What follows belongs to an exercise in optimizing a design on an open flow for small area, a short achievable clock period and few clock cycles per item; a production flow would make more cautious choices.
At most, simulation tests tie the RTL to the original design; equivalence was not proved.
The RTL of run 4 was laid out without a check of its function.
Power and IR drop assume default switching activity.

File: flow/design.v
module smlb_compositor #(
    parameter H = 64                       
) (
    input  wire        clk,
    input  wire        rst,                
    input  wire        in_valid,
    output wire        in_ready,
    input  wire [47:0] in_src,
    input  wire [47:0] in_row,
    input  wire        in_last,
    input  wire [15:0] in_hwy,
    input  wire [2:0]  in_shift,
    input  wire [7:0]  in_bright,
    input  wire        in_ck_en,
    input  wire [47:0] in_ck_key,
    input  wire [15:0] in_ck_first,
    input  wire [15:0] in_ck_last,
    output reg         out_valid,
    input  wire        out_ready,
    output reg  [47:0] out_row,
    output reg         out_last,
    output reg  [1:0]  out_status
);
    localparam [1:0] ST_OK = 2'd0, ST_SATURATED = 2'd1, ST_RANGE = 2'd2;
    reg  k_valid;
    reg  in_ready_q;
    wire adv = !k_valid;
    assign in_ready = in_ready_q;
    wire       in_range = (in_shift > 3'd4) || (in_hwy >= H);
    wire [5:0] hwy_lo   = in_hwy[5:0];
    wire       below    = (in_ck_first[15:6] != 10'd0) || (hwy_lo < in_ck_first[5:0]);
    wire       above    = (in_ck_last[15:6] == 10'd0) && (hwy_lo > in_ck_last[5:0]);
    wire       in_keyed = in_src == in_ck_key;
    wire       in_skip  = in_range || (in_bright == 8'd0) ||
                          (in_ck_en && (below || above || in_keyed));
    function [16:0] correct_raw;           
        input [15:0] v;
        input [2:0]  s;
        reg   [15:0] t;
        reg          c;
        begin
            if (s[2]) begin
                t = {v[11:0], 4'd0};
                c = v[15:12] != 4'd0;
            end else begin
                case (s[1:0])
                    2'd0: begin t = v;                c = 1'b0;              end
                    2'd1: begin t = {v[14:0], 1'd0};  c = v[15];             end
                    2'd2: begin t = {v[13:0], 2'd0};  c = v[15:14] != 2'd0;  end
                    default: begin t = {v[12:0], 3'd0}; c = v[15:13] != 3'd0; end
                endcase
            end
            correct_raw = {c, t};
        end
    endfunction
    wire [16:0] in_cr = correct_raw(in_src[47:32], in_shift);
    wire [16:0] in_cg = correct_raw(in_src[31:16], in_shift);
    wire [16:0] in_cb = correct_raw(in_src[15:0],  in_shift);
    reg        s1_valid;
    reg [47:0] s1_u, s1_row;               
    reg [2:0]  s1_clamp;                   
    reg [7:0]  s1_bright;
    reg        s1_skip, s1_range, s1_last;
    always @(posedge clk) begin
        if (rst)
            s1_valid <= 1'b0;
        else if (adv)
            s1_valid <= in_valid;
    end
    always @(posedge clk) begin
        if (adv) begin
            s1_u      <= {in_cr[15:0], in_cg[15:0], in_cb[15:0]};
            s1_clamp  <= {in_cr[16], in_cg[16], in_cb[16]};
            s1_row    <= in_row;
            s1_bright <= in_bright;
            s1_skip   <= in_skip;
            s1_range  <= in_range;
            s1_last   <= in_last;
        end
    end
    wire [7:0]  br_eff = s1_skip ? 8'd0 : s1_bright;
    wire [47:0] s1_t = s1_u | {{16{s1_clamp[2]}}, {16{s1_clamp[1]}}, {16{s1_clamp[0]}}};
    wire [23:0] nr, ng, nb;
    smlb_numer u_nr (.o(s1_row[47:32]), .t(s1_t[47:32]), .br(br_eff), .n(nr));
    smlb_numer u_ng (.o(s1_row[31:16]), .t(s1_t[31:16]), .br(br_eff), .n(ng));
    smlb_numer u_nb (.o(s1_row[15:0]),  .t(s1_t[15:0]),  .br(br_eff), .n(nb));
    wire pix_sat = !s1_skip && (s1_clamp != 3'd0);
    reg row_sat;
    wire [1:0] status = s1_range             ? ST_RANGE :
                        (row_sat || pix_sat) ? ST_SATURATED : ST_OK;
    reg        s2_valid;
    reg [23:0] s2_nr, s2_ng, s2_nb;
    reg [1:0]  s2_status;
    reg        s2_last;
    always @(posedge clk) begin
        if (rst) begin
            s2_valid <= 1'b0;
            row_sat  <= 1'b0;
        end else if (adv) begin
            s2_valid <= s1_valid;
            if (s1_valid)
                row_sat <= s1_last ? 1'b0 : (row_sat || pix_sat);
        end
    end
    always @(posedge clk) begin
        if (adv) begin
            s2_nr     <= nr;
            s2_ng     <= ng;
            s2_nb     <= nb;
            s2_status <= s1_last ? status : ST_OK;
            s2_last   <= s1_last;
        end
    end
    wire [15:0] qr, qg, qb;
    smlb_div255 u_qr (.n(s2_nr), .q(qr));
    smlb_div255 u_qg (.n(s2_ng), .q(qg));
    smlb_div255 u_qb (.n(s2_nb), .q(qb));
    wire [50:0] res = {qr, qg, qb, s2_last, s2_status};
    reg  [50:0] k_data;
    wire        o_free = !out_valid || out_ready;
    always @(posedge clk) begin
        if (rst) begin
            out_valid <= 1'b0;
            k_valid   <= 1'b0;
        end else if (o_free) begin
            out_valid <= k_valid || s2_valid;
            k_valid   <= 1'b0;
        end else if (!k_valid) begin
            k_valid   <= s2_valid;
        end
    end
    always @(posedge clk) begin
        if (rst)
            in_ready_q <= 1'b1;
        else
            in_ready_q <= o_free || (!k_valid && !s2_valid);
    end
    always @(posedge clk) begin
        if (!k_valid)
            k_data <= res;
        if (o_free)
            {out_row, out_last, out_status} <= k_valid ? k_data : res;
    end
endmodule
module smlb_div255 (
    input  wire [23:0] n,
    output wire [15:0] q
);
    wire [7:0] h1 = n[23:16], h0 = n[15:8], l = n[7:0];
    wire [9:0] s3 = {2'd0, h1} + {2'd0, h0} + {2'd0, l};
    wire       c1 = s3 >= 10'd255;
    wire       c2 = s3 >= 10'd510;
    wire [8:0] lo0 = {1'b0, h0} + {1'b0, h1};
    wire [8:0] lo  = lo0 + {7'd0, c2, c1 & ~c2};
    assign q = {lo[8] ? h1 + 8'd1 : h1, lo[7:0]};
endmodule
module smlb_numer (
    input  wire [15:0] o,
    input  wire [15:0] t,
    input  wire [7:0]  br,
    output wire [23:0] n
);
    wire r0_0 = br[0] ? t[0] : o[0];
    wire r0_1 = br[0] ? t[1] : o[1];
    wire r0_2 = br[0] ? t[2] : o[2];
    wire r0_3 = br[0] ? t[3] : o[3];
    wire r0_4 = br[0] ? t[4] : o[4];
    wire r0_5 = br[0] ? t[5] : o[5];
    wire r0_6 = br[0] ? t[6] : o[6];
    wire r0_7 = br[0] ? t[7] : o[7];
    wire r0_8 = br[0] ? t[8] : o[8];
    wire r0_9 = br[0] ? t[9] : o[9];
    wire r0_10 = br[0] ? t[10] : o[10];
    wire r0_11 = br[0] ? t[11] : o[11];
    wire r0_12 = br[0] ? t[12] : o[12];
    wire r0_13 = br[0] ? t[13] : o[13];
    wire r0_14 = br[0] ? t[14] : o[14];
    wire r0_15 = br[0] ? t[15] : o[15];
    wire r1_0 = br[1] ? t[0] : o[0];
    wire r1_1 = br[1] ? t[1] : o[1];
    wire r1_2 = br[1] ? t[2] : o[2];
    wire r1_3 = br[1] ? t[3] : o[3];
    wire r1_4 = br[1] ? t[4] : o[4];
    wire r1_5 = br[1] ? t[5] : o[5];
    wire r1_6 = br[1] ? t[6] : o[6];
    wire r1_7 = br[1] ? t[7] : o[7];
    wire r1_8 = br[1] ? t[8] : o[8];
    wire r1_9 = br[1] ? t[9] : o[9];
    wire r1_10 = br[1] ? t[10] : o[10];
    wire r1_11 = br[1] ? t[11] : o[11];
    wire r1_12 = br[1] ? t[12] : o[12];
    wire r1_13 = br[1] ? t[13] : o[13];
    wire r1_14 = br[1] ? t[14] : o[14];
    wire r1_15 = br[1] ? t[15] : o[15];
    wire r2_0 = br[2] ? t[0] : o[0];
    wire r2_1 = br[2] ? t[1] : o[1];
    wire r2_2 = br[2] ? t[2] : o[2];
    wire r2_3 = br[2] ? t[3] : o[3];
    wire r2_4 = br[2] ? t[4] : o[4];
    wire r2_5 = br[2] ? t[5] : o[5];
    wire r2_6 = br[2] ? t[6] : o[6];
    wire r2_7 = br[2] ? t[7] : o[7];
    wire r2_8 = br[2] ? t[8] : o[8];
    wire r2_9 = br[2] ? t[9] : o[9];
    wire r2_10 = br[2] ? t[10] : o[10];
    wire r2_11 = br[2] ? t[11] : o[11];
    wire r2_12 = br[2] ? t[12] : o[12];
    wire r2_13 = br[2] ? t[13] : o[13];
    wire r2_14 = br[2] ? t[14] : o[14];
    wire r2_15 = br[2] ? t[15] : o[15];
    wire r3_0 = br[3] ? t[0] : o[0];
    wire r3_1 = br[3] ? t[1] : o[1];
    wire r3_2 = br[3] ? t[2] : o[2];
    wire r3_3 = br[3] ? t[3] : o[3];
    wire r3_4 = br[3] ? t[4] : o[4];
    wire r3_5 = br[3] ? t[5] : o[5];
    wire r3_6 = br[3] ? t[6] : o[6];
    wire r3_7 = br[3] ? t[7] : o[7];
    wire r3_8 = br[3] ? t[8] : o[8];
    wire r3_9 = br[3] ? t[9] : o[9];
    wire r3_10 = br[3] ? t[10] : o[10];
    wire r3_11 = br[3] ? t[11] : o[11];
    wire r3_12 = br[3] ? t[12] : o[12];
    wire r3_13 = br[3] ? t[13] : o[13];
    wire r3_14 = br[3] ? t[14] : o[14];
    wire r3_15 = br[3] ? t[15] : o[15];
    wire r4_0 = br[4] ? t[0] : o[0];
    wire r4_1 = br[4] ? t[1] : o[1];
    wire r4_2 = br[4] ? t[2] : o[2];
    wire r4_3 = br[4] ? t[3] : o[3];
    wire r4_4 = br[4] ? t[4] : o[4];
    wire r4_5 = br[4] ? t[5] : o[5];
    wire r4_6 = br[4] ? t[6] : o[6];
    wire r4_7 = br[4] ? t[7] : o[7];
    wire r4_8 = br[4] ? t[8] : o[8];
    wire r4_9 = br[4] ? t[9] : o[9];
    wire r4_10 = br[4] ? t[10] : o[10];
    wire r4_11 = br[4] ? t[11] : o[11];
    wire r4_12 = br[4] ? t[12] : o[12];
    wire r4_13 = br[4] ? t[13] : o[13];
    wire r4_14 = br[4] ? t[14] : o[14];
    wire r4_15 = br[4] ? t[15] : o[15];
    wire r5_0 = br[5] ? t[0] : o[0];
    wire r5_1 = br[5] ? t[1] : o[1];
    wire r5_2 = br[5] ? t[2] : o[2];
    wire r5_3 = br[5] ? t[3] : o[3];
    wire r5_4 = br[5] ? t[4] : o[4];
    wire r5_5 = br[5] ? t[5] : o[5];
    wire r5_6 = br[5] ? t[6] : o[6];
    wire r5_7 = br[5] ? t[7] : o[7];
    wire r5_8 = br[5] ? t[8] : o[8];
    wire r5_9 = br[5] ? t[9] : o[9];
    wire r5_10 = br[5] ? t[10] : o[10];
    wire r5_11 = br[5] ? t[11] : o[11];
    wire r5_12 = br[5] ? t[12] : o[12];
    wire r5_13 = br[5] ? t[13] : o[13];
    wire r5_14 = br[5] ? t[14] : o[14];
    wire r5_15 = br[5] ? t[15] : o[15];
    wire r6_0 = br[6] ? t[0] : o[0];
    wire r6_1 = br[6] ? t[1] : o[1];
    wire r6_2 = br[6] ? t[2] : o[2];
    wire r6_3 = br[6] ? t[3] : o[3];
    wire r6_4 = br[6] ? t[4] : o[4];
    wire r6_5 = br[6] ? t[5] : o[5];
    wire r6_6 = br[6] ? t[6] : o[6];
    wire r6_7 = br[6] ? t[7] : o[7];
    wire r6_8 = br[6] ? t[8] : o[8];
    wire r6_9 = br[6] ? t[9] : o[9];
    wire r6_10 = br[6] ? t[10] : o[10];
    wire r6_11 = br[6] ? t[11] : o[11];
    wire r6_12 = br[6] ? t[12] : o[12];
    wire r6_13 = br[6] ? t[13] : o[13];
    wire r6_14 = br[6] ? t[14] : o[14];
    wire r6_15 = br[6] ? t[15] : o[15];
    wire r7_0 = br[7] ? t[0] : o[0];
    wire r7_1 = br[7] ? t[1] : o[1];
    wire r7_2 = br[7] ? t[2] : o[2];
    wire r7_3 = br[7] ? t[3] : o[3];
    wire r7_4 = br[7] ? t[4] : o[4];
    wire r7_5 = br[7] ? t[5] : o[5];
    wire r7_6 = br[7] ? t[6] : o[6];
    wire r7_7 = br[7] ? t[7] : o[7];
    wire r7_8 = br[7] ? t[8] : o[8];
    wire r7_9 = br[7] ? t[9] : o[9];
    wire r7_10 = br[7] ? t[10] : o[10];
    wire r7_11 = br[7] ? t[11] : o[11];
    wire r7_12 = br[7] ? t[12] : o[12];
    wire r7_13 = br[7] ? t[13] : o[13];
    wire r7_14 = br[7] ? t[14] : o[14];
    wire r7_15 = br[7] ? t[15] : o[15];
    wire w1;
    wire w2;
    wire w3;
    wire w4;
    wire w5;
    wire w6;
    wire w7;
    wire w8;
    wire w9;
    wire w10;
    wire w11;
    wire w12;
    wire w13;
    wire w14;
    wire w15;
    wire w16;
    wire w17;
    wire w18;
    wire w19;
    wire w20;
    wire w21;
    wire w22;
    wire w23;
    wire w24;
    wire w25;
    wire w26;
    wire w27;
    wire w28;
    wire w29;
    wire w30;
    wire w31;
    wire w32;
    wire w33;
    wire w34;
    wire w35;
    wire w36;
    wire w37;
    wire w38;
    wire w39;
    wire w40;
    wire w41;
    wire w42;
    wire w43;
    wire w44;
    wire w45;
    wire w46;
    wire w47;
    wire w48;
    wire w49;
    wire w50;
    wire w51;
    wire w52;
    wire w53;
    wire w54;
    wire w55;
    wire w56;
    wire w57;
    wire w58;
    wire w59;
    wire w60;
    wire w61;
    wire w62;
    wire w63;
    wire w64;
    wire w65;
    wire w66;
    wire w67;
    wire w68;
    wire w69;
    wire w70;
    wire w71;
    wire w72;
    wire w73;
    wire w74;
    wire w75;
    wire w76;
    wire w77;
    wire w78;
    wire w79;
    wire w80;
    wire w81;
    wire w82;
    wire w83;
    wire w84;
    wire w85;
    wire w86;
    wire w87;
    wire w88;
    wire w89;
    wire w90;
    wire w91;
    wire w92;
    wire w93;
    wire w94;
    wire w95;
    wire w96;
    wire w97;
    wire w98;
    wire w99;
    wire w100;
    wire w101;
    wire w102;
    wire w103;
    wire w104;
    wire w105;
    wire w106;
    wire w107;
    wire w108;
    wire w109;
    wire w110;
    wire w111;
    wire w112;
    wire w113;
    wire w114;
    wire w115;
    wire w116;
    wire w117;
    wire w118;
    wire w119;
    wire w120;
    wire w121;
    wire w122;
    wire w123;
    wire w124;
    wire w125;
    wire w126;
    wire w127;
    wire w128;
    wire w129;
    wire w130;
    wire w131;
    wire w132;
    wire w133;
    wire w134;
    wire w135;
    wire w136;
    wire w137;
    wire w138;
    wire w139;
    wire w140;
    wire w141;
    wire w142;
    wire w143;
    wire w144;
    wire w145;
    wire w146;
    wire w147;
    wire w148;
    wire w149;
    wire w150;
    wire w151;
    wire w152;
    wire w153;
    wire w154;
    wire w155;
    wire w156;
    wire w157;
    wire w158;
    wire w159;
    wire w160;
    wire w161;
    wire w162;
    wire w163;
    wire w164;
    wire w165;
    wire w166;
    wire w167;
    wire w168;
    wire w169;
    wire w170;
    wire w171;
    wire w172;
    wire w173;
    wire w174;
    wire w175;
    wire w176;
    wire w177;
    wire w178;
    wire w179;
    wire w180;
    wire w181;
    wire w182;
    wire w183;
    wire w184;
    wire w185;
    wire w186;
    wire w187;
    wire w188;
    wire w189;
    wire w190;
    wire w191;
    wire w192;
    wire w193;
    wire w194;
    wire w195;
    wire w196;
    wire w197;
    wire w198;
    wire w199;
    wire w200;
    wire w201;
    wire w202;
    wire w203;
    wire w204;
    wire w205;
    wire w206;
    wire w207;
    wire w208;
    wire w209;
    wire w210;
    wire w211;
    wire w212;
    wire w213;
    wire w214;
    wire w215;
    wire w216;
    wire w217;
    wire w218;
    wire w219;
    wire w220;
    wire w221;
    wire w222;
    wire w223;
    wire w224;
    wire w225;
    wire w226;
    wire w227;
    wire w228;
    wire w229;
    wire w230;
    wire w231;
    wire w232;
    wire w233;
    wire w234;
    wire w235;
    wire w236;
    wire w237;
    wire w238;
    wire w239;
    wire w240;
    wire w241;
    wire w242;
    wire w243;
    wire w244;
    wire w245;
    wire w246;
    wire w247;
    wire w248;
    wire w249;
    wire w250;
    wire w251;
    wire w252;
    wire w253;
    wire w254;
    wire w255;
    wire w256;
    wire w257;
    wire w258;
    wire w259;
    wire w260;
    wire w261;
    wire w262;
    wire w263;
    wire w264;
    wire w265;
    wire w266;
    wire w267;
    wire w268;
    wire w269;
    wire w270;
    wire w271;
    wire w272;
    wire w273;
    wire w274;
    wire w275;
    wire w276;
    wire w277;
    wire w278;
    wire w279;
    wire w280;
    wire w281;
    wire w282;
    wire w283;
    wire w284;
    wire w285;
    wire w286;
    wire w287;
    wire w288;
    wire w289;
    wire w290;
    wire w291;
    wire w292;
    wire w293;
    wire w294;
    wire w295;
    wire w296;
    wire w297;
    wire w298;
    wire w299;
    wire w300;
    wire w301;
    wire w302;
    wire w303;
    wire w304;
    wire w305;
    wire w306;
    wire w307;
    wire w308;
    wire w309;
    wire w310;
    wire w311;
    wire w312;
    wire w313;
    wire w314;
    wire w315;
    wire w316;
    wire w317;
    wire w318;
    wire w319;
    wire w320;
    wire w321;
    wire w322;
    wire w323;
    wire w324;
    wire w325;
    wire w326;
    wire w327;
    wire w328;
    wire w329;
    wire w330;
    wire w331;
    wire w332;
    wire w333;
    wire w334;
    wire w335;
    wire w336;
    wire w337;
    wire w338;
    wire w339;
    wire w340;
    assign w1 = r0_6 ^ r1_5;
    assign w2 = r0_6 & r1_5;
    assign w3 = r0_7 ^ r1_6 ^ r2_5;
    assign w4 = (r0_7 & r1_6) | (r0_7 & r2_5) | (r1_6 & r2_5);
    assign w5 = r3_4 ^ r4_3;
    assign w6 = r3_4 & r4_3;
    assign w7 = r0_8 ^ r1_7 ^ r2_6;
    assign w8 = (r0_8 & r1_7) | (r0_8 & r2_6) | (r1_7 & r2_6);
    assign w9 = r3_5 ^ r4_4 ^ r5_3;
    assign w10 = (r3_5 & r4_4) | (r3_5 & r5_3) | (r4_4 & r5_3);
    assign w11 = r0_9 ^ r1_8 ^ r2_7;
    assign w12 = (r0_9 & r1_8) | (r0_9 & r2_7) | (r1_8 & r2_7);
    assign w13 = r3_6 ^ r4_5 ^ r5_4;
    assign w14 = (r3_6 & r4_5) | (r3_6 & r5_4) | (r4_5 & r5_4);
    assign w15 = r0_10 ^ r1_9 ^ r2_8;
    assign w16 = (r0_10 & r1_9) | (r0_10 & r2_8) | (r1_9 & r2_8);
    assign w17 = r3_7 ^ r4_6 ^ r5_5;
    assign w18 = (r3_7 & r4_6) | (r3_7 & r5_5) | (r4_6 & r5_5);
    assign w19 = r0_11 ^ r1_10 ^ r2_9;
    assign w20 = (r0_11 & r1_10) | (r0_11 & r2_9) | (r1_10 & r2_9);
    assign w21 = r3_8 ^ r4_7 ^ r5_6;
    assign w22 = (r3_8 & r4_7) | (r3_8 & r5_6) | (r4_7 & r5_6);
    assign w23 = r0_12 ^ r1_11 ^ r2_10;
    assign w24 = (r0_12 & r1_11) | (r0_12 & r2_10) | (r1_11 & r2_10);
    assign w25 = r3_9 ^ r4_8 ^ r5_7;
    assign w26 = (r3_9 & r4_8) | (r3_9 & r5_7) | (r4_8 & r5_7);
    assign w27 = r0_13 ^ r1_12 ^ r2_11;
    assign w28 = (r0_13 & r1_12) | (r0_13 & r2_11) | (r1_12 & r2_11);
    assign w29 = r3_10 ^ r4_9 ^ r5_8;
    assign w30 = (r3_10 & r4_9) | (r3_10 & r5_8) | (r4_9 & r5_8);
    assign w31 = r0_14 ^ r1_13 ^ r2_12;
    assign w32 = (r0_14 & r1_13) | (r0_14 & r2_12) | (r1_13 & r2_12);
    assign w33 = r3_11 ^ r4_10 ^ r5_9;
    assign w34 = (r3_11 & r4_10) | (r3_11 & r5_9) | (r4_10 & r5_9);
    assign w35 = r0_15 ^ r1_14 ^ r2_13;
    assign w36 = (r0_15 & r1_14) | (r0_15 & r2_13) | (r1_14 & r2_13);
    assign w37 = r3_12 ^ r4_11 ^ r5_10;
    assign w38 = (r3_12 & r4_11) | (r3_12 & r5_10) | (r4_11 & r5_10);
    assign w39 = r1_15 ^ r2_14 ^ r3_13;
    assign w40 = (r1_15 & r2_14) | (r1_15 & r3_13) | (r2_14 & r3_13);
    assign w41 = r4_12 ^ r5_11;
    assign w42 = r4_12 & r5_11;
    assign w43 = r2_15 ^ r3_14 ^ r4_13;
    assign w44 = (r2_15 & r3_14) | (r2_15 & r4_13) | (r3_14 & r4_13);
    assign w45 = r0_4 ^ r1_3;
    assign w46 = r0_4 & r1_3;
    assign w47 = r0_5 ^ r1_4 ^ r2_3;
    assign w48 = (r0_5 & r1_4) | (r0_5 & r2_3) | (r1_4 & r2_3);
    assign w49 = r3_2 ^ r4_1;
    assign w50 = r3_2 & r4_1;
    assign w51 = w1 ^ r2_4 ^ r3_3;
    assign w52 = (w1 & r2_4) | (w1 & r3_3) | (r2_4 & r3_3);
    assign w53 = r4_2 ^ r5_1 ^ r6_0;
    assign w54 = (r4_2 & r5_1) | (r4_2 & r6_0) | (r5_1 & r6_0);
    assign w55 = w2 ^ w3 ^ w5;
    assign w56 = (w2 & w3) | (w2 & w5) | (w3 & w5);
    assign w57 = r5_2 ^ r6_1 ^ r7_0;
    assign w58 = (r5_2 & r6_1) | (r5_2 & r7_0) | (r6_1 & r7_0);
    assign w59 = w4 ^ w6 ^ w7;
    assign w60 = (w4 & w6) | (w4 & w7) | (w6 & w7);
    assign w61 = w9 ^ r6_2 ^ r7_1;
    assign w62 = (w9 & r6_2) | (w9 & r7_1) | (r6_2 & r7_1);
    assign w63 = w8 ^ w10 ^ w11;
    assign w64 = (w8 & w10) | (w8 & w11) | (w10 & w11);
    assign w65 = w13 ^ r6_3 ^ r7_2;
    assign w66 = (w13 & r6_3) | (w13 & r7_2) | (r6_3 & r7_2);
    assign w67 = w12 ^ w14 ^ w15;
    assign w68 = (w12 & w14) | (w12 & w15) | (w14 & w15);
    assign w69 = w17 ^ r6_4 ^ r7_3;
    assign w70 = (w17 & r6_4) | (w17 & r7_3) | (r6_4 & r7_3);
    assign w71 = w16 ^ w18 ^ w19;
    assign w72 = (w16 & w18) | (w16 & w19) | (w18 & w19);
    assign w73 = w21 ^ r6_5 ^ r7_4;
    assign w74 = (w21 & r6_5) | (w21 & r7_4) | (r6_5 & r7_4);
    assign w75 = w20 ^ w22 ^ w23;
    assign w76 = (w20 & w22) | (w20 & w23) | (w22 & w23);
    assign w77 = w25 ^ r6_6 ^ r7_5;
    assign w78 = (w25 & r6_6) | (w25 & r7_5) | (r6_6 & r7_5);
    assign w79 = w24 ^ w26 ^ w27;
    assign w80 = (w24 & w26) | (w24 & w27) | (w26 & w27);
    assign w81 = w29 ^ r6_7 ^ r7_6;
    assign w82 = (w29 & r6_7) | (w29 & r7_6) | (r6_7 & r7_6);
    assign w83 = w28 ^ w30 ^ w31;
    assign w84 = (w28 & w30) | (w28 & w31) | (w30 & w31);
    assign w85 = w33 ^ r6_8 ^ r7_7;
    assign w86 = (w33 & r6_8) | (w33 & r7_7) | (r6_8 & r7_7);
    assign w87 = w32 ^ w34 ^ w35;
    assign w88 = (w32 & w34) | (w32 & w35) | (w34 & w35);
    assign w89 = w37 ^ r6_9 ^ r7_8;
    assign w90 = (w37 & r6_9) | (w37 & r7_8) | (r6_9 & r7_8);
    assign w91 = w36 ^ w38 ^ w39;
    assign w92 = (w36 & w38) | (w36 & w39) | (w38 & w39);
    assign w93 = w41 ^ r6_10 ^ r7_9;
    assign w94 = (w41 & r6_10) | (w41 & r7_9) | (r6_10 & r7_9);
    assign w95 = w40 ^ w42 ^ w43;
    assign w96 = (w40 & w42) | (w40 & w43) | (w42 & w43);
    assign w97 = r5_12 ^ r6_11 ^ r7_10;
    assign w98 = (r5_12 & r6_11) | (r5_12 & r7_10) | (r6_11 & r7_10);
    assign w99 = w44 ^ r3_15 ^ r4_14;
    assign w100 = (w44 & r3_15) | (w44 & r4_14) | (r3_15 & r4_14);
    assign w101 = r5_13 ^ r6_12 ^ r7_11;
    assign w102 = (r5_13 & r6_12) | (r5_13 & r7_11) | (r6_12 & r7_11);
    assign w103 = r4_15 ^ r5_14 ^ r6_13;
    assign w104 = (r4_15 & r5_14) | (r4_15 & r6_13) | (r5_14 & r6_13);
    assign w105 = r0_3 ^ r1_2;
    assign w106 = r0_3 & r1_2;
    assign w107 = w45 ^ r2_2 ^ r3_1;
    assign w108 = (w45 & r2_2) | (w45 & r3_1) | (r2_2 & r3_1);
    assign w109 = w46 ^ w47 ^ w49;
    assign w110 = (w46 & w47) | (w46 & w49) | (w47 & w49);
    assign w111 = w48 ^ w50 ^ w51;
    assign w112 = (w48 & w50) | (w48 & w51) | (w50 & w51);
    assign w113 = w52 ^ w54 ^ w55;
    assign w114 = (w52 & w54) | (w52 & w55) | (w54 & w55);
    assign w115 = w56 ^ w58 ^ w59;
    assign w116 = (w56 & w58) | (w56 & w59) | (w58 & w59);
    assign w117 = w60 ^ w62 ^ w63;
    assign w118 = (w60 & w62) | (w60 & w63) | (w62 & w63);
    assign w119 = w64 ^ w66 ^ w67;
    assign w120 = (w64 & w66) | (w64 & w67) | (w66 & w67);
    assign w121 = w68 ^ w70 ^ w71;
    assign w122 = (w68 & w70) | (w68 & w71) | (w70 & w71);
    assign w123 = w72 ^ w74 ^ w75;
    assign w124 = (w72 & w74) | (w72 & w75) | (w74 & w75);
    assign w125 = w76 ^ w78 ^ w79;
    assign w126 = (w76 & w78) | (w76 & w79) | (w78 & w79);
    assign w127 = w80 ^ w82 ^ w83;
    assign w128 = (w80 & w82) | (w80 & w83) | (w82 & w83);
    assign w129 = w84 ^ w86 ^ w87;
    assign w130 = (w84 & w86) | (w84 & w87) | (w86 & w87);
    assign w131 = w88 ^ w90 ^ w91;
    assign w132 = (w88 & w90) | (w88 & w91) | (w90 & w91);
    assign w133 = w92 ^ w94 ^ w95;
    assign w134 = (w92 & w94) | (w92 & w95) | (w94 & w95);
    assign w135 = w96 ^ w98 ^ w99;
    assign w136 = (w96 & w98) | (w96 & w99) | (w98 & w99);
    assign w137 = w100 ^ w102 ^ w103;
    assign w138 = (w100 & w102) | (w100 & w103) | (w102 & w103);
    assign w139 = w104 ^ r5_15 ^ r6_14;
    assign w140 = (w104 & r5_15) | (w104 & r6_14) | (r5_15 & r6_14);
    assign w141 = r0_2 ^ r1_1;
    assign w142 = r0_2 & r1_1;
    assign w143 = w105 ^ r2_1 ^ r3_0;
    assign w144 = (w105 & r2_1) | (w105 & r3_0) | (r2_1 & r3_0);
    assign w145 = w106 ^ w107 ^ r4_0;
    assign w146 = (w106 & w107) | (w106 & r4_0) | (w107 & r4_0);
    assign w147 = w108 ^ w109 ^ r5_0;
    assign w148 = (w108 & w109) | (w108 & r5_0) | (w109 & r5_0);
    assign w149 = w110 ^ w111 ^ w53;
    assign w150 = (w110 & w111) | (w110 & w53) | (w111 & w53);
    assign w151 = w112 ^ w113 ^ w57;
    assign w152 = (w112 & w113) | (w112 & w57) | (w113 & w57);
    assign w153 = w114 ^ w115 ^ w61;
    assign w154 = (w114 & w115) | (w114 & w61) | (w115 & w61);
    assign w155 = w116 ^ w117 ^ w65;
    assign w156 = (w116 & w117) | (w116 & w65) | (w117 & w65);
    assign w157 = w118 ^ w119 ^ w69;
    assign w158 = (w118 & w119) | (w118 & w69) | (w119 & w69);
    assign w159 = w120 ^ w121 ^ w73;
    assign w160 = (w120 & w121) | (w120 & w73) | (w121 & w73);
    assign w161 = w122 ^ w123 ^ w77;
    assign w162 = (w122 & w123) | (w122 & w77) | (w123 & w77);
    assign w163 = w124 ^ w125 ^ w81;
    assign w164 = (w124 & w125) | (w124 & w81) | (w125 & w81);
    assign w165 = w126 ^ w127 ^ w85;
    assign w166 = (w126 & w127) | (w126 & w85) | (w127 & w85);
    assign w167 = w128 ^ w129 ^ w89;
    assign w168 = (w128 & w129) | (w128 & w89) | (w129 & w89);
    assign w169 = w130 ^ w131 ^ w93;
    assign w170 = (w130 & w131) | (w130 & w93) | (w131 & w93);
    assign w171 = w132 ^ w133 ^ w97;
    assign w172 = (w132 & w133) | (w132 & w97) | (w133 & w97);
    assign w173 = w134 ^ w135 ^ w101;
    assign w174 = (w134 & w135) | (w134 & w101) | (w135 & w101);
    assign w175 = w136 ^ w137 ^ r7_12;
    assign w176 = (w136 & w137) | (w136 & r7_12) | (w137 & r7_12);
    assign w177 = w138 ^ w139 ^ r7_13;
    assign w178 = (w138 & w139) | (w138 & r7_13) | (w139 & r7_13);
    assign w179 = w140 ^ r6_15 ^ r7_14;
    assign w180 = (w140 & r6_15) | (w140 & r7_14) | (r6_15 & r7_14);
    assign w181 = r0_1 & r1_0;
    assign w182 = r0_1 ^ r1_0;
    assign w183 = w141 & r2_0;
    assign w184 = w141 ^ r2_0;
    assign w185 = w142 & w143;
    assign w186 = w142 ^ w143;
    assign w187 = w144 & w145;
    assign w188 = w144 ^ w145;
    assign w189 = w146 & w147;
    assign w190 = w146 ^ w147;
    assign w191 = w148 & w149;
    assign w192 = w148 ^ w149;
    assign w193 = w150 & w151;
    assign w194 = w150 ^ w151;
    assign w195 = w152 & w153;
    assign w196 = w152 ^ w153;
    assign w197 = w154 & w155;
    assign w198 = w154 ^ w155;
    assign w199 = w156 & w157;
    assign w200 = w156 ^ w157;
    assign w201 = w158 & w159;
    assign w202 = w158 ^ w159;
    assign w203 = w160 & w161;
    assign w204 = w160 ^ w161;
    assign w205 = w162 & w163;
    assign w206 = w162 ^ w163;
    assign w207 = w164 & w165;
    assign w208 = w164 ^ w165;
    assign w209 = w166 & w167;
    assign w210 = w166 ^ w167;
    assign w211 = w168 & w169;
    assign w212 = w168 ^ w169;
    assign w213 = w170 & w171;
    assign w214 = w170 ^ w171;
    assign w215 = w172 & w173;
    assign w216 = w172 ^ w173;
    assign w217 = w174 & w175;
    assign w218 = w174 ^ w175;
    assign w219 = w176 & w177;
    assign w220 = w176 ^ w177;
    assign w221 = w178 & w179;
    assign w222 = w178 ^ w179;
    assign w223 = w180 & r7_15;
    assign w224 = w180 ^ r7_15;
    assign w225 = w182 & r0_0;
    assign w226 = w185 | (w186 & w183);
    assign w227 = w186 & w184;
    assign w228 = w189 | (w190 & w187);
    assign w229 = w190 & w188;
    assign w230 = w193 | (w194 & w191);
    assign w231 = w194 & w192;
    assign w232 = w197 | (w198 & w195);
    assign w233 = w198 & w196;
    assign w234 = w201 | (w202 & w199);
    assign w235 = w202 & w200;
    assign w236 = w205 | (w206 & w203);
    assign w237 = w206 & w204;
    assign w238 = w209 | (w210 & w207);
    assign w239 = w210 & w208;
    assign w240 = w213 | (w214 & w211);
    assign w241 = w214 & w212;
    assign w242 = w217 | (w218 & w215);
    assign w243 = w218 & w216;
    assign w244 = w221 | (w222 & w219);
    assign w245 = w222 & w220;
    assign w246 = w183 | (w184 & w181);
    assign w247 = w184 & w225;
    assign w248 = w226 | (w227 & w181);
    assign w249 = w227 & w225;
    assign w250 = w191 | (w192 & w228);
    assign w251 = w192 & w229;
    assign w252 = w230 | (w231 & w228);
    assign w253 = w231 & w229;
    assign w254 = w199 | (w200 & w232);
    assign w255 = w200 & w233;
    assign w256 = w234 | (w235 & w232);
    assign w257 = w235 & w233;
    assign w258 = w207 | (w208 & w236);
    assign w259 = w208 & w237;
    assign w260 = w238 | (w239 & w236);
    assign w261 = w239 & w237;
    assign w262 = w215 | (w216 & w240);
    assign w263 = w216 & w241;
    assign w264 = w242 | (w243 & w240);
    assign w265 = w243 & w241;
    assign w266 = w223 | (w224 & w244);
    assign w267 = w224 & w245;
    assign w268 = w187 | (w188 & w248);
    assign w269 = w188 & w249;
    assign w270 = w228 | (w229 & w248);
    assign w271 = w229 & w249;
    assign w272 = w250 | (w251 & w248);
    assign w273 = w251 & w249;
    assign w274 = w252 | (w253 & w248);
    assign w275 = w253 & w249;
    assign w276 = w203 | (w204 & w256);
    assign w277 = w204 & w257;
    assign w278 = w236 | (w237 & w256);
    assign w279 = w237 & w257;
    assign w280 = w258 | (w259 & w256);
    assign w281 = w259 & w257;
    assign w282 = w260 | (w261 & w256);
    assign w283 = w261 & w257;
    assign w284 = w219 | (w220 & w264);
    assign w285 = w220 & w265;
    assign w286 = w244 | (w245 & w264);
    assign w287 = w245 & w265;
    assign w288 = w266 | (w267 & w264);
    assign w289 = w267 & w265;
    assign w290 = w195 | (w196 & w274);
    assign w291 = w196 & w275;
    assign w292 = w232 | (w233 & w274);
    assign w293 = w233 & w275;
    assign w294 = w254 | (w255 & w274);
    assign w295 = w255 & w275;
    assign w296 = w256 | (w257 & w274);
    assign w297 = w257 & w275;
    assign w298 = w276 | (w277 & w274);
    assign w299 = w277 & w275;
    assign w300 = w278 | (w279 & w274);
    assign w301 = w279 & w275;
    assign w302 = w280 | (w281 & w274);
    assign w303 = w281 & w275;
    assign w304 = w282 | (w283 & w274);
    assign w305 = w283 & w275;
    assign w306 = w211 | (w212 & w304);
    assign w307 = w212 & w305;
    assign w308 = w240 | (w241 & w304);
    assign w309 = w241 & w305;
    assign w310 = w262 | (w263 & w304);
    assign w311 = w263 & w305;
    assign w312 = w264 | (w265 & w304);
    assign w313 = w265 & w305;
    assign w314 = w284 | (w285 & w304);
    assign w315 = w285 & w305;
    assign w316 = w286 | (w287 & w304);
    assign w317 = w287 & w305;
    assign w318 = w288 | (w289 & w304);
    assign w319 = w289 & w305;
    assign w320 = w184 ^ w181;
    assign w321 = w186 ^ w246;
    assign w322 = w188 ^ w248;
    assign w323 = w190 ^ w268;
    assign w324 = w192 ^ w270;
    assign w325 = w194 ^ w272;
    assign w326 = w196 ^ w274;
    assign w327 = w198 ^ w290;
    assign w328 = w200 ^ w292;
    assign w329 = w202 ^ w294;
    assign w330 = w204 ^ w296;
    assign w331 = w206 ^ w298;
    assign w332 = w208 ^ w300;
    assign w333 = w210 ^ w302;
    assign w334 = w212 ^ w304;
    assign w335 = w214 ^ w306;
    assign w336 = w216 ^ w308;
    assign w337 = w218 ^ w310;
    assign w338 = w220 ^ w312;
    assign w339 = w222 ^ w314;
    assign w340 = w224 ^ w316;
    assign n = {w318, w340, w339, w338, w337, w336, w335, w334, w333, w332, w331, w330, w329, w328, w327, w326, w325, w324, w323, w322, w321, w320, w182, r0_0};
endmodule
File: flow/flow/run.sh
#!/bin/bash
# The standard layout, with two changes: the ports get buf_1 buffers instead
# of the delay buffers buffer_ports picks by default, and the timing repair
# is asked to leave a setup margin, so that it works on the paths that set
# the achieved period. Each tool's log is in orfs/logs; make's output is in
# standard.log.
set -e
bash standard.sh SETUP_SLACK_MARGIN=17.85 "BUFFER_PORTS_ARGS=-buffer_cell sky130_fd_sc_hd__buf_1" finish > standard.log 2>&1
File: flow/standard.sh
#!/bin/bash
# synth_recipe.tcl (not shown) runs the flow's synth.tcl, then flattens the netlist and writes it again
# the make line also repeats each setting of config.mk as NAME=value (left out here)
make -C /OpenROAD-flow-scripts/flow DESIGN_CONFIG=/design/flow/config.mk WORK_HOME=/design/flow/orfs CLKGATE_MAP_FILE= SYNTH_SCRIPT=/design/flow/synth_recipe.tcl "${@:-finish}"
File: flow/config.mk
export PLATFORM = sky130hd
export DESIGN_NAME = smlb_compositor
export DESIGN_NICKNAME = smlb_compositor
export VERILOG_FILES = /design/flow/design.v
export SDC_FILE = /design/flow/constraint.sdc
export NUM_CORES = 4
export LEC_CHECK = 0
export CAP_MARGIN = 20
export CORE_MARGIN = 2
export CORE_UTILIZATION = 55
export CTS_BUF_LIST = sky130_fd_sc_hd__clkbuf_8
export CTS_CLUSTER_DIAMETER = 50
export CTS_CLUSTER_SIZE = 15
export PLACE_DENSITY = 0.7
export SLEW_MARGIN = 20
File: flow/constraint.sdc
create_clock -name core_clock -period 24.0 [get_ports {clk}]
set_input_delay 4.8000 -clock core_clock [delete_from_list [all_inputs] [get_ports {clk}]]
set_output_delay 4.8000 -clock core_clock [all_outputs]
set_load 0.01 [all_outputs]
==> flow_metrics.py, run 1 <==
metrics = {
    "status": {
        "status": "timing/DRC/antenna clean",
    },
    "placed_design": {
        "dpl_cell_area_sq_um": 29200,
        "port_buffers": 261,
        "gp_congestion": 0.996,
        "hpwl_um": 53200,
        "place_inst": 3741,
    },
    "timing": {
        "tns_ns": 0,
        "finalHoldViolCount": 0,
        "finalSetupViolCount": 0,
        "relSlewSlack_pct": 29.7,
        "fmax_ghz": 0.165,
        "worst_slew_pin_slew_ns": 1.06,
        "post-route-period-util_pct": 25.3,
        "rsz0062_at_grt": "yes",
        "fin_crit_ns": 6.06,
        "skew_ns": 0.0307,
        "maxSlewViolCount": 0,
    },
    "critical_path": {
        "reg2reg_slack_ns": 18.07,
        "worstPathRequired_ns": 24.37,
        "worstPathMaxFanout": 65,
        "endpoint_kind": "flop",
        "critPathArrivalTime_ns": 6.43,
        "startpoint": "in_shift[0]",
        "path_class": "input pin to flop",
        "worstSetupStartpointType": "input pin",
        "crit-reg2reg-launch": "s2_nb[16]$_DFFE_PN_",
    },
    "synth": {
        "yosysUniqueCellTypes": 78,
        "syn_inst": 2969,
        "syn_avg_cell_area_sq_um": 9.39,
        "yosys.area.top_type": "edfxtp_1",
        "synth_top_area_share_pct": 25.4,
        "mappedNetlistArea_sq_um": 27900,
        "synth_nets": 3642,
        "yosysWarnings": 1,
        "seq_area_frac_synth_pct": 29.5,
        "ys.flop_type": "edfxtp_1",
        "synth_edf_count": 236,
        "ys_top_cells_by_area": "edfxtp_1 25%, fa_1 21%, ha_1 7.8%",
        "ys_ff_latch": 293,
        "async_flop_share_pct": 0,
    },
    "power": {
        "leakage_nw": 12.9,
        "pwr-share-seq_pct": 22.1,
        "clkPwrFrac_pct": 10.2,
        "p_sw_share_pct": 45.7,
        "p_per_area_nw_per_um2": 145,
        "p_sw_mw": 2.02,
        "comb_power_share_pct": 67.7,
        "ir_worst_vdd_v": 0.0000727,
        "power_mw": 4.41,
        "p_int_mw": 2.40,
    },
    "clock_network": {
        "postCtsHoldBufs": 0,
        "clk_latency_ns": 0.64,
        "clock-root-buffer": "clkbuf_8",
        "clkTransAtPathRegs_ns": 0.08,
        "cts_sinks": 293,
        "cts_buffers": 38,
        "cts_tree": "yes",
        "clockBufferDepth": 3,
        "cts_max_level": 2,
    },
    "hold_path": {
        "hold_class": "flop to flop",
        "worstHoldStart": "k_data[6]$_DFF_P_",
    },
    "global_route": {
        "grt-ovfl-total": 0,
        "grt_antenna_before_repair": 7,
        "grt_usage_pct": 26.8,
        "grt_start_max_net_pins": 132,
        "grt_pass1_wl_um": 113000,
        "first_global_vias": 21700,
    },
    "detailed_routing": {
        "drt-wirelength-per-cell_um": 18.4,
        "viasPerCell": 5.71,
        "dr_total_vias": 21900,
        "drtPass1Iterations": 6,
        "drcViolationCount": 0,
        "ant_nets": 0,
        "finalWirelength_um": 70300,
        "drt_iter0_drc": 1755,
    },
    "die": {
        "initial_core_util_pct": 55.7,
        "io_pins": 262,
        "die_height_um": 229,
        "core_area_sq_um": 50100,
        "fp.dieW_um": 229,
        "rows": 82,
        "die-area_sq_um": 52500,
    },
    "layout": {
        "area_growth_pct": 9.19,
        "fill_cells": 4319,
        "final_common_cell": "nor2_1",
        "drive_gt1_share_pct": 6.54,
        "instances_no_fill": 3827,
        "final_cell_mix": "443 x nor2_1, 391 x a21oi_1, 308 x inv_1",
        "layout.nets": 3794,
        "fin_area_sq_um": 30400,
    },
    "flow_run": {
        "cap_violations": 0,
    },
}
-- logic make-up (layout without fill, tap and decap cells) --
logic type      Yosys count  in the layout  share of synthesized area [%]
simple gates            783            783                           12.1
xor+xnor                155            155                           4.90
other cells               0              5                              0
buf+inv                 482            663                           6.52
flops                   293            293                           29.5
compound gates          709            709                           14.5
fa+ha+maj               464            464                           28.7
mux                      83             83                           3.77
-- registers in the layout, indices dropped and copies added (netlist names), 2 cells and up --
signal and cells:
s1_bright 8, out_row 48, k_data 51, s2_nb 24
s1_row 48, s2_ng 24, out_status 2, s1_clamp 3
s2_nr 24, s1_u 48, s2_status 2
-- power by group through the flow --
| stage | logic (mW) | registers, mW | clock network [mW] |
|---|---|---|---|
| CTS | 2.86 | 0.975 | 0.463 |
| floorplan | 2.19 | 0.964 | 0 |
| global route | 3.36 | 0.992 | 0.482 |
| detailed placement | 2.83 | 0.988 | 0 |
| finish | 2.99 | 0.975 | 0.452 |
| global placement | 2.71 | 0.984 | 0 |
-- critical path, cell delays in order --
cell and delay, ns:
buf_2 0.07, buf_4 0.64, mux4_2 0.59, mux2_2 0.27
-- through the flow --
stage | worst slack, ns | hold WS, ns | util, %
final | 17.94 | 0.474 | 60.8
after global routing | 17.76 | 0.499 | 60.8
after CTS | 17.88 | 0.469 | 60.3
after detailed placement | 17.24 | 0.455 | 58.3
after global placement | 17.29 | 0.448 | 58.3
after floorplan | 17.80 | 0.431 | -
-- Yosys cell counts (36+ instances only) --
master,n
fa_1,291
a21oi_1,393
dfxtp_1,57
nor2_1,448
xor2_1,39
clkbuf_1,110
xnor2_1,115
buf_1,59
inv_1,307
edfxtp_1,236
o21ai_0,164
nand2_1,168
mux2_2,36
ha_1,173
-- layout make-up --
cell class	instances	area (sq um)	area share, %
multi-input combinational	2194	18000	59.1
tap	672	841	2.76
sequential	293	8230	27.0
antenna	5	12.5	0.0411
timing repair buffer	287	1250	4.10
clock inverter	29	384	1.26
clock buffer	40	551	1.81
inverter	307	1170	3.85
-- layer usage --
metal,vias to the layer above,routed length (um),GRT usage [%]
met3,137,5660,5.38
met1,10500,29400,35.8
li1,10300,-,-
met2,901,33200,43.6
met4,4,2060,9.17
met5,-,22,0
-- path summary, 6_finish.rpt --
path / end / cells after the start
min reg2reg: k_data[6]$_DFF_P_ / 2
min: k_data[6]$_DFF_P_ / 2
max reg2reg: out_row[13]$_DFFE_PP_ / 22
max: s1_u[37]$_DFFE_PN_ / 4
-- repair_timing --
| item | CTS | global route |
|---|---|---|
| buffers inserted | 3 | 9 |
| pin swaps | 0 | 10 |
| endpoints found under the setup margin | 9 | 69 |
| resized for setup | 7 | 45 |
Testbench counts, summed over its fixed seeds: cycles 12,312, items 12,288.
==> run 2, diff against run 1 <==
--- a/flow/flow/run.sh
+++ b/flow/flow/run.sh
@@ -5,4 +5,4 @@
 # the achieved period. Each tool's log is in orfs/logs; make's output is in
 # standard.log.
 set -e
-bash standard.sh SETUP_SLACK_MARGIN=17.85 "BUFFER_PORTS_ARGS=-buffer_cell sky130_fd_sc_hd__buf_1" finish > standard.log 2>&1
+bash standard.sh SETUP_SLACK_MARGIN=18.15 "BUFFER_PORTS_ARGS=-buffer_cell sky130_fd_sc_hd__buf_1" finish > standard.log 2>&1
==> run 2 against run 1 <==
  * Wire length rose by 3.7%
  * Critical path depth shrank 3
  * Area after synthesis unchanged
==> flow_metrics.py, run 2 <==
metrics = {
    "detailed_routing": {
        "dr_total_vias": 22100,
        "topRoutingLayerUsed": "met5",
        "drcViolationCount": 0,
        "wl_met1_um": 30300,
        "routed-wl-met2_um": 34200,
        "ant_nets": 0,
        "routed-wl-met3_um": 5700,
        "drt_iter0_drc": 1821,
        "viasPerCell": 5.74,
        "drtPass1Iterations": 22,
        "drt-wirelength-per-cell_um": 18.9,
        "finalWirelength_um": 72900,
    },
    "clock_network": {
        "clkTransAtPathRegs_ns": 0.09,
        "cts_tree": "yes",
        "clock-root-buffer": "clkbuf_8",
        "cts_buffers": 36,
        "clk_latency_ns": 0.63,
        "cts_sinks": 293,
        "postCtsHoldBufs": 0,
        "clockBufferDepth": 3,
        "cts_max_level": 2,
    },
    "global_route": {
        "grt_antenna_before_repair": 6,
        "grt_start_max_net_pins": 97,
        "grt_usage_pct": 26.4,
        "grt_pass1_wl_um": 111000,
        "grt-ovfl-total": 0,
        "first_global_vias": 21500,
    },
    "critical_path": {
        "endpoint_kind": "output pin",
        "slowest_delay_ns": 0.42,
        "worstPathRequired_ns": 19.20,
        "cp_num_buf_inv": 1,
        "path_class": "flop to output pin",
        "reg2reg_depth": 24,
        "crit_cells": 1,
        "cpLargestDelayFamily": "flip-flops",
        "critPathArrivalTime_ns": 1.21,
        "worstPathMaxFanout": 1,
        "slowest_stage": "edfxtp_1",
        "crit_chain": "clkbuf_2",
        "worstSetupStartpointType": "flop",
    },
    "synth": {
        "yosys-top-cells-count": "448 x nor2_1, 393 x a21oi_1, 307 x inv_1, 291 x fa_1, 236 x edfxtp_1",
        "syn_inst": 2969,
        "yosysWarnings": 1,
        "ys_top_cells_by_area": "edfxtp_1 25%, fa_1 21%, ha_1 7.8%",
        "seq_area_frac_synth_pct": 29.5,
        "syn_avg_cell_area_sq_um": 9.39,
        "synth_edf_count": 236,
        "yosysUniqueCellTypes": 78,
        "async_flop_share_pct": 0,
        "synth_nets": 3642,
        "mappedNetlistArea_sq_um": 27900,
        "yosys.area.top_type": "edfxtp_1",
        "ys.flop_type": "edfxtp_1",
        "ys_ff_latch": 293,
        "synth_top_area_share_pct": 25.4,
        "post-synth-top-count-cell": "nor2_1",
    },
    "layout": {
        "layout.nets": 3823,
        "final_cell_mix": "429 x nor2_1, 386 x a21oi_1, 304 x inv_1",
        "area_growth_pct": 11.6,
        "largest_register_ffs": 51,
        "drive_gt1_share_pct": 10.8,
        "largest_register": "k_data",
        "final_common_cell": "nor2_1",
    },
    "placed_design": {
        "gp_congestion": 0.990,
        "hpwl_um": 53100,
        "port_buffers": 261,
    },
    "die": {
        "fp.dieW_um": 229,
        "initial_core_util_pct": 55.7,
        "rows": 82,
        "core_area_sq_um": 50100,
        "die_height_um": 229,
        "io_pins": 262,
        "die-area_sq_um": 52500,
    },
    "timing": {
        "tns_ns": 0,
        "finalSetupViolCount": 0,
        "relSlewSlack_pct": 33.2,
        "rsz0062_at_grt": "yes",
        "post-route-period-util_pct": 25.0,
        "fmax_ghz": 0.166,
        "finalHoldViolCount": 0,
        "skew_ns": 0.0504,
        "maxSlewViolCount": 0,
        "fin_crit_ns": 6.01,
        "worst_slew_pin_slew_ns": 1.00,
    },
    "hold_path": {
        "hold_class": "flop to flop",
        "hold_depth": 2,
    },
    "power": {
        "p_per_area_nw_per_um2": 146,
        "power_mw": 4.56,
        "leakage_nw": 13.3,
        "ir_worst_vdd_v": 0.0000941,
    },
    "flow_run": {
        "cap_violations": 0,
    },
    "status": {
        "status": "timing/DRC/antenna clean",
    },
}
[run 2: cell counts after synthesis]
No cell type changed its count.
[run 2: metrics by stage]
step	instances	instance area, sq um	utilization [%]	hold WS [ns]	worst slack, ns
floorplan	2969	28100	-	0.431	17.80
global placement	3741	29200	58.4	0.448	17.21
detailed placement	3741	29200	58.4	0.456	17.14
CTS	3816	30200	60.4	0.473	17.93
global route	3851	31100	62.1	0.490	17.84
finish	3851	31100	62.1	0.452	17.99
[run 2: cells by family (layout without fill, tap and decap cells)]
family | after synthesis | after routing | synth area share (%)
AOI/OAI and AO/OA | 709 | 709 | 14.5
xor gates and xnor gates | 155 | 155 | 4.90
DFF | 293 | 293 | 29.5
buffers and inverters | 482 | 688 | 6.52
other | 0 | 3 | 0
adders and majority gates | 464 | 464 | 28.7
muxes | 83 | 83 | 3.77
and+or+nand+nor | 783 | 784 | 12.1
[run 2: timing repair]
item                                    in CTS  in global routing
pin swaps                                    8                 55
gates resized for setup                     33                164
endpoints found under the setup margin     140                138
gates cloned                                 0                  6
setup buffers                               11                 26
endpoints found under the hold margin        0                  0
[run 2: layout make-up]
cell class | instances | area [sq um]
repair buffers | 317 | 1710
diodes | 3 | 7.51
well taps | 672 | 841
multi-input cells | 2195 | 18400
clock buffers | 38 | 523
inverters | 307 | 1180
clock inverters | 26 | 262
fillers | 4318 | 19000
flip-flops and latches | 293 | 8230
[run 2: path summary, 6_finish.rpt]
path | from | end | slack (ns)
worst min register to register | k_data[32]$_DFF_P_ | k_data[32]$_DFF_P_ | 0.45
worst min-delay path | k_data[32]$_DFF_P_ | k_data[32]$_DFF_P_ | 0.45
worst max register to register | s2_nb[16]$_DFFE_PN_ | out_row[13]$_DFFE_PP_ | 18.16
worst max-delay path | out_row[35]$_DFFE_PP_ | out_row[35] | 17.99
[run 2: per-layer routing]
layer	vias to the layer above	global-route usage, %
met5	-	0
li1	10400	-
met2	1017	42.8
met4	6	9.35
met3	160	3.97
met1	10600	36.3
[run 2: tightest hold or removal path, delay by kind of cell (launching register included)]
kind	cells	cell delay, ns
compound gates	1	0.05
flops	1	0.31
simple gates	1	0.06
[run 2: where the power goes]
group	leakage [nW]	switching, mW	internal, mW
clock	0.410	0.216	0.174
sequential	2.99	0.101	0.874
combinational	9.91	1.77	1.42
==> run 3, diff against run 2 <==
==> flow/run.sh (new file) <==
#!/bin/bash
# synth_recipe.tcl (not shown) runs the flow's synth.tcl, then flattens the netlist and writes it again
# the make line also repeats each setting of config.mk as NAME=value (left out here)
make -C /OpenROAD-flow-scripts/flow DESIGN_CONFIG=/design/flow/config.mk WORK_HOME=/design/flow/orfs CLKGATE_MAP_FILE= SYNTH_SCRIPT=/design/flow/synth_recipe.tcl finish
removed: flow/flow/run.sh
removed: flow/standard.sh
==> run 3 against run 2 <==
  * Cell area rose by 1.7%
  * First-iteration DRC count fell by 12%
  * Count of clock-buffer cells in the layout fell by 1
  * Critical path type is now flop to flop
  * Still clean
  * Utilization rose by 1.1 points
  * Setup slack got worse by 0.48 ns
  * Clock power rose by 7.5%
==> flow_metrics.py, run 3 <==
metrics = {
    "synth": {
        "mappedNetlistArea_sq_um": 27900,
        "synth_nets": 3642,
        "syn_inst": 2969,
        "yosysUniqueCellTypes": 78,
        "yosysWarnings": 1,
        "yosys.area.top_type": "edfxtp_1",
        "synth_mux_area_share_pct": 3.77,
        "synth_top_family_by_area": "adder cells",
        "synthSimpleGateAreaFrac_pct": 12.1,
        "yosys-top-cells-count": "448 x nor2_1, 393 x a21oi_1, 307 x inv_1, 291 x fa_1, 236 x edfxtp_1",
        "post-synth-top-count-cell": "nor2_1",
        "async_flop_share_pct": 0,
        "syn_avg_cell_area_sq_um": 9.39,
        "synth_edf_count": 236,
        "synth_compound_area_share_pct": 14.5,
        "ys.flop_type": "edfxtp_1",
        "seq_area_frac_synth_pct": 29.5,
        "synthXorXnorAreaFrac_pct": 4.90,
        "ys_ff_latch": 293,
        "synthAdderAreaFrac_pct": 28.7,
        "synth_top_area_share_pct": 25.4,
        "ys_top_cells_by_area": "edfxtp_1 25%, fa_1 21%, ha_1 7.8%",
    },
    "clock_network": {
        "clkTransAtPathRegs_ns": 0.09,
        "clk_latency_ns": 0.61,
        "cts_tree": "yes",
        "cts_max_level": 2,
        "cts_sinks": 293,
        "ctsResizeCount": 0,
        "postCtsHoldBufs": 0,
        "clock-root-buffer": "clkbuf_8",
        "clockBufferDepth": 3,
        "cts_setup_buffers": 0,
        "cts_buffers": 35,
    },
    "detailed_routing": {
        "ant_nets": 0,
        "drtPass1Iterations": 5,
        "drcViolationCount": 0,
        "drt-wirelength-per-cell_um": 18.3,
        "finalWirelength_um": 69500,
        "drt_iter0_drc": 1605,
        "dr_total_vias": 21400,
        "viasPerCell": 5.63,
    },
    "critical_path": {
        "critPathArrivalTime_ns": 6.80,
        "slowest_stage": "or4b_4",
        "worstPathMaxFanout": 5,
        "crit_chain": "ha_1 -> inv_1 -> fa_1 -> o31a_1 -> o21ai_0 -> xor2_1 -> ha_1 -> a21oi_1 -> xnor2_1 -> nand3_1 -> nor4_1 -> nand3_1 -> o21ai_0 -> o21ai_0 -> fa_1 -> inv_1 -> ha_1 -> a21oi_2 -> o21ai_2 -> a2111oi_4 -> nor3_1 -> or4b_4 -> xnor2_1 -> o21ai_0",
        "slowest_delay_ns": 0.59,
        "worstSetupStartpointType": "flop",
        "endpoint_kind": "flop",
        "worstPathRequired_ns": 24.31,
        "path_class": "flop to flop",
        "cp_common_cell": "o21ai_0",
    },
    "power": {
        "leakage_nw": 13.4,
        "ir_worst_vdd_v": 0.0000843,
        "p_per_area_nw_per_um2": 136,
    },
    "layout": {
        "final_common_cell": "nor2_1",
        "largest_register": "k_data",
        "area_growth_pct": 13.5,
        "layout.nets": 3778,
        "largest_register_ffs": 51,
        "multiInputGateArea_sq_um": 17900,
        "drive_gt1_share_pct": 5.24,
        "final_core_utilization_pct": 63.2,
        "fill_cells": 4166,
        "final_cell_mix": "448 x nor2_1, 393 x a21oi_1, 309 x inv_1",
        "register_area_sq_um": 8230,
    },
    "die": {
        "die-area_sq_um": 52500,
        "rows": 82,
        "io_pins": 262,
        "initial_core_util_pct": 55.7,
        "fp.dieW_um": 229,
        "core_area_sq_um": 50100,
        "die_height_um": 229,
    },
    "status": {
        "status": "timing/DRC/antenna clean",
    },
    "timing": {
        "fmax_ghz": 0.154,
        "finalHoldViolCount": 0,
        "finalSetupViolCount": 0,
        "skew_ns": 0.0314,
        "rsz0062_at_grt": "no",
        "tns_ns": 0,
        "hold_ws_ns": 0.470,
        "relSlewSlack_pct": 30.9,
        "worst_slew_pin_slew_ns": 1.04,
        "fin_crit_ns": 6.49,
        "maxSlewViolCount": 0,
        "post-route-period-util_pct": 27.0,
    },
    "global_route": {
        "grt_antenna_before_repair": 5,
        "first_global_vias": 21600,
        "grt-ovfl-total": 0,
        "top_usage_layer": "met2",
        "grt_pass1_wl_um": 113000,
        "grtUsageMet3_pct": 5.58,
        "grt_start_max_net_pins": 119,
        "grt_usage_pct": 26.8,
        "grtUsageMet2_pct": 44.0,
        "use_met1_pct": 36.4,
    },
    "placed_design": {
        "gp_congestion": 0.934,
        "hpwl_um": 54400,
        "port_buffers": 261,
    },
    "flow_run": {
        "cap_violations": 0,
    },
    "hold_path": {
        "hold_class": "flop to flop",
    },
}
==> run 3: changes by cell type in the layout (fill, tap and decap cells not counted), sizes merged <==
cell | previous run | this run
clkdlybuf4s50 | 0 | 258
buf | 267 | 16
clkbuf | 88 | 37
bufinv | 1 | 5
inv | 323 | 320
clkinv | 6 | 5
diode | 3 | 2
nand2b | 23 | 22
==> run 3: layer usage <==
| metal | share of wire, % | vias to the layer above | wire length [um] |
|---|---|---|---|
| met5 | 0.060 | - | 42 |
| li1 | - | 10300 | - |
| met2 | 47 | 815 | 32700 |
| met4 | 2.3 | 6 | 1590 |
| met3 | 7.8 | 108 | 5390 |
| met1 | 43 | 10200 | 29700 |
==> run 3: layout make-up <==
class                   count  share of cell area (%)
inverters                 307                    3.67
multi-input cells        2194                    56.4
repair buffers            274                    8.52
well taps                 672                    2.66
clock buffers              37                    1.61
flip-flops and latches    293                    26.0
diodes                      2                  0.0158
clock inverters            26                    1.09
==> run 3: worst paths after layout <==
| path | startpoint | to | slack, ns | cells past startpoint |
|---|---|---|---|---|
| setup / recovery | s2_ng[16]$_DFFE_PN_ | out_row[29]$_DFFE_PP_ | 17.51 | 24 |
| hold / removal | k_data[12]$_DFF_P_ | k_data[12]$_DFF_P_ | 0.47 | 2 |
| setup reg to reg | s2_ng[16]$_DFFE_PN_ | out_row[29]$_DFFE_PP_ | 17.51 | 24 |
| hold reg to reg | k_data[12]$_DFF_P_ | k_data[12]$_DFF_P_ | 0.47 | 2 |
==> run 3: critical path: cells and delay by family, from the launching register on <==
family	cells	cell delay, ns
compound gates	9	1.98
fa+ha+maj	5	1.61
simple gates	5	1.31
xor+xnor	3	0.61
flops	1	0.51
buf+inv	2	0.14
==> run 3: logic make-up after synthesis <==
group                      after synthesis
and+or+nand+nor                        783
xor gates and xnor gates               155
AOI/OAI and AO/OA                      709
buffers and inverters                  482
muxes                                   83
DFF                                    293
adders and majority gates              464
==> run 3: report_power, final <==
part	total [mW]	internal, mW	switching (mW)
sequential	0.973	0.874	0.0995
combinational	2.93	1.32	1.61
clock	0.418	0.211	0.207
total	4.32	2.40	1.92
==> run 3: through the flow <==
stage / total power [mW] / cells / setup WS, ns / cell area, sq um
3_3_place_gp: 3.75 / 3740 / 17.07 / 30800
4_1_cts: 4.32 / 3803 / 17.58 / 31600
2_1_floorplan: 3.15 / 2969 / 17.42 / 27900
3_5_place_dp: 3.88 / 3740 / 17.06 / 30800
5_1_grt: 4.75 / 3805 / 16.95 / 31600
6_report: 4.32 / 3805 / 17.51 / 31600
==> run 4, diff against run 3 <==
--- a/flow/design.v
+++ b/flow/design.v
@@ -31,8 +31,8 @@
     wire       below    = (in_ck_first[15:6] != 10'd0) || (hwy_lo < in_ck_first[5:0]);
     wire       above    = (in_ck_last[15:6] == 10'd0) && (hwy_lo > in_ck_last[5:0]);
     wire       in_keyed = in_src == in_ck_key;
-    wire       in_skip  = in_range || (in_bright == 8'd0) ||
-                          (in_ck_en && (below || above || in_keyed));
+    wire       in_rskip = in_range || (in_bright == 8'd0) ||
+                          (in_ck_en && (below || above));
     function [16:0] correct_raw;           
         input [15:0] v;
         input [2:0]  s;
@@ -60,7 +60,7 @@
     reg [47:0] s1_u, s1_row;               
     reg [2:0]  s1_clamp;                   
     reg [7:0]  s1_bright;
-    reg        s1_skip, s1_range, s1_last;
+    reg        s1_rskip, s1_ck_en, s1_keyed, s1_range, s1_last;
     always @(posedge clk) begin
         if (rst)
             s1_valid <= 1'b0;
@@ -73,11 +73,14 @@
             s1_clamp  <= {in_cr[16], in_cg[16], in_cb[16]};
             s1_row    <= in_row;
             s1_bright <= in_bright;
-            s1_skip   <= in_skip;
+            s1_rskip  <= in_rskip;
+            s1_ck_en  <= in_ck_en;
+            s1_keyed  <= in_keyed;
             s1_range  <= in_range;
             s1_last   <= in_last;
         end
     end
+    wire        s1_skip = s1_rskip || (s1_ck_en && s1_keyed);
     wire [7:0]  br_eff = s1_skip ? 8'd0 : s1_bright;
     wire [47:0] s1_t = s1_u | {{16{s1_clamp[2]}}, {16{s1_clamp[1]}}, {16{s1_clamp[0]}}};
     wire [23:0] nr, ng, nb;
==> flow/flow/run.sh (new file) <==
#!/bin/bash
# The standard layout, with two changes: the ports get buf_1 buffers instead
# of the delay buffers buffer_ports picks by default, and the timing repair
# is asked to leave a setup margin, so that it works on the paths that set
# the achieved period. Each tool's log is in orfs/logs; make's output is in
# standard.log.
set -e
bash standard.sh SETUP_SLACK_MARGIN=18.0 "BUFFER_PORTS_ARGS=-buffer_cell sky130_fd_sc_hd__buf_1" finish > standard.log 2>&1
==> flow/standard.sh (new file) <==
#!/bin/bash
# synth_recipe.tcl (not shown) runs the flow's synth.tcl, then flattens the netlist and writes it again
# the make line also repeats each setting of config.mk as NAME=value (left out here)
make -C /OpenROAD-flow-scripts/flow DESIGN_CONFIG=/design/flow/config.mk WORK_HOME=/design/flow/orfs CLKGATE_MAP_FILE= SYNTH_SCRIPT=/design/flow/synth_recipe.tcl "${@:-finish}"
removed: flow/run.sh
==> run 4 against run 3 <==
  * Cell area fell by 3.0%
  * Via count rose by 2.1%
  * Synthesized cell count fell by 0.30%
  * Total power rose by 3.2%
  * Highest routed layer unchanged
  * Largest power group unchanged
  * Critical endpoint is now s1_keyed$_DFFE_PN_
  * Clock power rose by 6.0%
  * Critical path depth fell by 19
  * Final cell count rose by 0.92%
  * Die area fell by 0.31%
==> flow_metrics.py, run 4 <==
metrics = {
    "status": {
        "status": "timing/DRC/antenna clean",
    },
    "detailed_routing": {
        "drtPass1Iterations": 6,
        "ant_nets": 0,
        "drt_iter0_drc": 2027,
        "dr_total_vias": 21900,
        "drcViolationCount": 0,
        "drt-wirelength-per-cell_um": 18.9,
        "viasPerCell": 5.70,
        "finalWirelength_um": 72400,
    },
    "timing": {
        "skew_ns": 0.0299,
        "maxSlewViolCount": 0,
        "fin_crit_ns": 6.08,
        "post-route-period-util_pct": 25.3,
        "hold_ws_ns": 0.471,
        "layout_setup_ws_ns": 17.92,
        "rsz0062_at_grt": "yes",
        "relSlewSlack_pct": 29.0,
        "worst_slew_pin_slew_ns": 1.06,
        "finalSetupViolCount": 0,
    },
    "layout": {
        "area_growth_pct": 10.5,
        "largest_register_ffs": 51,
        "final_common_cell": "nor2_1",
        "multiInputGateArea_sq_um": 18000,
        "instances_no_fill": 3840,
        "drive_gt1_share_pct": 7.58,
        "largest_register": "k_data",
        "fill_cells": 4231,
        "final_cell_mix": "444 x nor2_1, 394 x a21oi_1, 306 x inv_1",
        "layout.nets": 3809,
    },
    "critical_path": {
        "endpoint_kind": "flop",
        "worstPathRequired_ns": 24.39,
        "worstSetupStartpointType": "input pin",
        "path_class": "input pin to flop",
        "critPathArrivalTime_ns": 6.47,
    },
    "global_route": {
        "first_global_vias": 21500,
        "grt_start_max_net_pins": 137,
        "grt_usage_pct": 26.9,
        "grt_antenna_before_repair": 4,
    },
    "synth": {
        "ys_top_cells_by_area": "edfxtp_1 26%, fa_1 21%, ha_1 7.8%",
        "yosysWarnings": 1,
        "synth_edf_count": 238,
        "syn_inst": 2960,
        "ys_ff_latch": 295,
        "async_flop_share_pct": 0,
        "synth_nets": 3633,
        "ys.flop_type": "edfxtp_1",
        "yosysUniqueCellTypes": 67,
        "synth_top_area_share_pct": 25.7,
        "seq_area_frac_synth_pct": 29.8,
    },
    "flow_run": {
        "cap_violations": 0,
    },
    "die": {
        "core_area_sq_um": 50000,
        "rows": 82,
        "die_height_um": 229,
        "die-area_sq_um": 52300,
        "fp.dieW_um": 229,
        "initial_core_util_pct": 55.6,
    },
    "power": {
        "leakage_nw": 13.1,
        "power_mw": 4.45,
    },
    "clock_network": {
        "clkTransAtPathRegs_ns": 0.09,
        "cts_sinks": 295,
        "cts_buffers": 38,
        "clock-root-buffer": "clkbuf_8",
        "clk_latency_ns": 0.64,
        "clockBufferDepth": 3,
        "cts_max_level": 2,
    },
    "hold_path": {
        "hold_class": "flop to flop",
    },
    "placed_design": {
        "port_buffers": 261,
        "gp_congestion": 0.999,
        "place_inst": 3740,
        "hpwl_um": 54600,
        "place_ws_ns": 17.23,
    },
}
run 4: changes by cell type after synthesis, moves of 7 or more:
cell and change:
nor4_1 +13, xnor2_1 -53, nand2b_1 -8, a21oi_1 +8, a31oi_1 +8, nand3_1 -9, xor2_1 +51, buf_1 -7
mux2i_1 -7
run 4: worst paths after layout:
kind	depth (start not counted)	start	endpoint	slack [ns]
hold reg to reg	2	k_data[6]$_DFF_P_	k_data[6]$_DFF_P_	0.47
setup / recovery	5	in_src[32]	s1_keyed$_DFFE_PN_	17.92
setup reg to reg	24	s2_nr[16]$_DFFE_PN_	out_row[47]$_DFFE_PP_	18.23
hold / removal	2	k_data[6]$_DFF_P_	k_data[6]$_DFF_P_	0.47
run 4: final cells by class:
class	instances	share of cell area, %
multi-input combinational	2192	58.5
sequential	295	27.0
timing repair buffer	304	4.96
inverter	305	3.77
tap	672	2.74
clock buffer	38	1.70
clock inverter	31	1.28
antenna	3	0.0245
run 4: worst max-delay path, stage by stage:
cell	delay (ns)
buf_1	0.39
xor2_1	0.13
nor4_1	0.57
nand4_1	0.17
nor3_1	0.41
run 4: per-stage QoR:
step | utilization, % | cell area (sq um)
2_1_floorplan | - | 27800
3_3_place_gp | 58.3 | 29100
3_5_place_dp | 58.3 | 29100
4_1_cts | 60.2 | 30100
5_1_grt | 61.4 | 30700
6_report | 61.4 | 30700
run 4: cells by family after synthesis:
kind of cell	count (synthesis)	synth area share, %
buffers and inverters	473	6.46
XOR/XNOR	152	4.79
multiplexers	77	3.61
AO/OA/AOI/OAI	724	14.8
flip-flops	295	29.8
AND/OR/NAND/NOR	775	11.7
adder cells (fa/ha/maj)	464	28.8
run 4: layer usage:
layer | part of all wire (%) | global-route usage, % | up-vias
met2 | 47 | 43.6 | 952
li1 | - | - | 10400
met1 | 42 | 37.3 | 10400
met5 | 0.022 | 0 | -
met4 | 3.3 | 8.99 | 2
met3 | 7.4 | 3.94 | 157
run 4: repair_timing:
action	CTS	global route
pin swaps	0	15
hold buffers	0	0
resized for setup	17	82
cloned	0	5
endpoints found under the setup margin	46	80
buffers inserted	1	22
run 4: report_power, final:
group / total [mW] / switching (mW) / internal, mW
logic: 3.03 / 1.73 / 1.31
registers: 0.978 / 0.0988 / 0.880
clock network: 0.443 / 0.225 / 0.218
total: 4.45 / 2.05 / 2.41
